Source: an optimization exercise on an open RTL-to-GDS flow (aim: a short achievable clock period and few clock cycles). Production flows keep margins and buffers that such runs may drop. At most, simulation tests tie the RTL to the original design; equivalence was not proved. Power is estimated from default activity; no workload was simulated.

## pcodec
module pcodec (
  input  wire        clk,
  input  wire        rst,
  input  wire        start,
  input  wire [7:0]  op,
  input  wire [19:0] a_len,
  input  wire [19:0] out_cap,
  output wire        busy,
  output reg         done,
  output reg         fatal,
  output reg  [3:0]  err,
  output reg  [19:0] err_off,
  output reg  [19:0] out_len,
  output wire        in_re,
  output wire [19:0] in_addr,
  input  wire [7:0]  in_rdata,
  output reg         out_we,
  output reg  [19:0] out_addr,
  output reg  [7:0]  out_wdata
);
  localparam [7:0] OP_COMPRESS   = 8'h01;
  localparam [7:0] OP_DECOMPRESS = 8'h02;
  localparam [3:0] E_UNK_TYPE     = 4'd3;
  localparam [3:0] E_UNK_OPCODE   = 4'd4;
  localparam [3:0] E_TRUNC_STREAM = 4'd5;
  localparam [3:0] E_TRUNC_INSTR  = 4'd6;
  localparam [3:0] E_CAPACITY     = 4'd7;
  localparam [3:0] E_BAD_CMD      = 4'd8;
  reg        busy_r;
  reg        m_comp;       
  reg        m_dec;        
  reg [19:0] cap;
  reg        fin_pend;     
  reg        fin_fatal;
  reg [3:0]  fin_err;
  reg [19:0] fin_off;
  reg        rd_stop;      
  assign busy = busy_r;
  wire go = start & ~busy_r;
  reg        in_re_r;
  reg [19:0] rd_addr;
  reg [19:0] rd_left;      
  reg        rd_more;      
  reg        rdv;          
  reg        r_v;          
  reg [7:0]  r_byte;
  reg [4:0]  occ;          
  assign in_re   = in_re_r;
  assign in_addr = rd_addr;
  reg [127:0] fb;          
  reg [15:0]  fe;          
  reg [15:0]  fr;          
  reg [15:0]  vld;         
  reg [7:0]   lastb;
  reg [7:0]   lastd;
  reg [3:0]   streak;      
  wire [7:0] b0 = fb[7:0];
  wire [7:0] b1 = fb[15:8];
  wire all_in = (rd_left == 20'd0) & ~rdv & ~r_v;
  wire pop;                 
  reg        w1_we;
  reg [20:0] w1_addr;
  reg [7:0]  w1_data;
  localparam [1:0] P_ANCH = 2'd0, P_CAND = 2'd1, P_RUN = 2'd2, P_BRK = 2'd3;
  reg [1:0]  pst;
  reg        c_end;        
  reg [20:0] opos;         
  reg        dopen;        
  ...
Size in the first run: ~1000 flip-flops, roughly 54000 um2 of cells after synthesis.
clock: 10.0 ns
lec_check: 0
abc_clock_period_in_ps: 3000
cap_margin: 20
core_margin: 2
core_utilization: 40
setup_slack_margin: 5
slew_margin: 20
run.sh (not shown) runs the stock make flow with config.mk's settings and CLKGATE_MAP_FILE= SYNTH_SCRIPT=/design/flow/synth_recipe.tcl, a recipe that flattens the netlist after the stock synthesis.
Change:
==> flow/flow/run.sh (new file) <==
#!/bin/bash
set -euo pipefail
bash standard.sh SETUP_SLACK_MARGIN=7 finish > standard.log 2>&1
==> flow/standard.sh (new file) <==
#!/bin/bash
# synth_recipe.tcl (not shown) runs the flow's synth.tcl, then flattens the netlist and writes it again
# the make line also repeats each setting of config.mk as NAME=value (left out here)
make -C /OpenROAD-flow-scripts/flow DESIGN_CONFIG=/design/flow/config.mk WORK_HOME=/design/flow/orfs CLKGATE_MAP_FILE= SYNTH_SCRIPT=/design/flow/synth_recipe.tcl "${@:-finish}"
removed: flow/run.sh
- The changed run completed without violations
- final area climbs by 9.9%
- total power climbs by 4.1%
- synthesized cell count stays the same
Change:
==> flow/run.sh (new file) <==
#!/bin/bash
# synth_recipe.tcl (not shown) runs the flow's synth.tcl, then flattens the netlist and writes it again
# the make line also repeats each setting of config.mk as NAME=value (left out here)
make -C /OpenROAD-flow-scripts/flow DESIGN_CONFIG=/design/flow/config.mk WORK_HOME=/design/flow/orfs CLKGATE_MAP_FILE= SYNTH_SCRIPT=/design/flow/synth_recipe.tcl finish
Settings changed: ABC_CLOCK_PERIOD_IN_PS 3000 to not set, SETUP_SLACK_MARGIN 5 to not set.
removed: flow/flow/run.sh
removed: flow/standard.sh
Design area went down by roughly a tenth. Total power decreases by a few percent. Global-route usage shrinks by 1.4 points. First-iteration DRC count is lower by roughly a tenth. Sequential share of layout area goes up by 4.3 points.
Function was not checked in any run of this note: the RTL went through the layout flow alone.

--- another note on this design; it stands on its own ---

// pcodec
module pcodec (
  input  wire        clk,
  input  wire        rst,
  input  wire        start,
  input  wire [7:0]  op,
  input  wire [19:0] a_len,
  input  wire [19:0] out_cap,
  output wire        busy,
  output reg         done,
  output reg         fatal,
  output reg  [3:0]  err,
  output reg  [19:0] err_off,
  output reg  [19:0] out_len,
  output wire        in_re,
  output wire [19:0] in_addr,
  input  wire [7:0]  in_rdata,
  output reg         out_we,
  output reg  [19:0] out_addr,
  output reg  [7:0]  out_wdata
);
For scale: ~5100 cells after synthesis, about 1100 flip-flops, ~0.055 sq mm of cells after synthesis.
==> flow/config.mk <==
export PLATFORM = sky130hd
export DESIGN_NAME = pcodec
export DESIGN_NICKNAME = pcodec
export VERILOG_FILES = /design/flow/design.v
export SDC_FILE = /design/flow/constraint.sdc
export NUM_CORES = 4
export LEC_CHECK = 0
export ABC_CLOCK_PERIOD_IN_PS = 3000
export CAP_MARGIN = 20
export CORE_MARGIN = 2
export CORE_UTILIZATION = 65
export CTS_CLUSTER_DIAMETER = 30
export CTS_CLUSTER_SIZE = 12
export SETUP_SLACK_MARGIN = 5
export SLEW_MARGIN = 20
==> flow/constraint.sdc <==
create_clock -name core_clock -period 10.0 [get_ports {clk}]
set_input_delay 2.0000 -clock core_clock [delete_from_list [all_inputs] [get_ports {clk}]]
set_output_delay 2.0000 -clock core_clock [all_outputs]
set_load 0.01 [all_outputs]
standard.sh (not shown) runs the stock make flow with config.mk's settings and CLKGATE_MAP_FILE= SYNTH_SCRIPT=/design/flow/synth_recipe.tcl, a recipe that flattens the netlist after the stock synthesis.
==> flow/flow/run.sh <==
#!/bin/bash
set -euo pipefail
bash standard.sh SETUP_SLACK_MARGIN=7 finish > standard.log 2>&1
Testbench counts at the start, summed over its fixed seeds: cycles 130,999.
==> next run, changes <==
--- a/flow/config.mk
+++ b/flow/config.mk
@@ -10,6 +10,4 @@
 export CORE_MARGIN = 2
 export CORE_UTILIZATION = 65
-export CTS_CLUSTER_DIAMETER = 30
-export CTS_CLUSTER_SIZE = 12
 export SETUP_SLACK_MARGIN = 5
 export SLEW_MARGIN = 20
Result:
- setup slack improves by 0.11 ns
- total power falls by about a fifth
- routed wire length shrinks by a few percent
- sequential power hardly moves
- first-iteration DRC count drops slightly
- sequential share of layout area increases by 2.3 points
- synthesized area stays the same
- via count decreases by a few percent
- cell area went down by a few percent

==> re-timing with driven ports <==
How much do the figures lean on ideal ports? The routed layouts below were timed once more, with nothing changed but the port constraints. Step 1: set_driving_cell puts a clkbuf_16 on clk and a buf_2 on each other input, an assumption about the parent block. Step 2 also shifts input and output timing later by t, the mid clock arrival at the registers, as if the neighbouring blocks saw the same clock. Three values: ideal, step 1, step 2; two values: the first two.
run	t (ns)	setup WS [ns]	clock arrival spread, ns
the first run of note 1	0.784	5.666 / 5.666 / 5.104	0.029 / 0.029
the second run of note 1	0.790	6.546 / 6.546 / 6.178	0.042 / 0.043
the third run of note 1	0.776	5.294 / 5.294 / 4.599	0.030 / 0.030
the first run of note 2	0.849	6.651 / 6.579 / 5.963	0.037 / 0.037
the second run of note 2	0.753	6.757 / 6.690 / 6.143	0.028 / 0.028
After both steps every run listed still meets setup and hold. For the third run of note 1, which loses most, drivers alone change the setup slack by 0.000 ns; drivers and shift together by -0.695 ns.
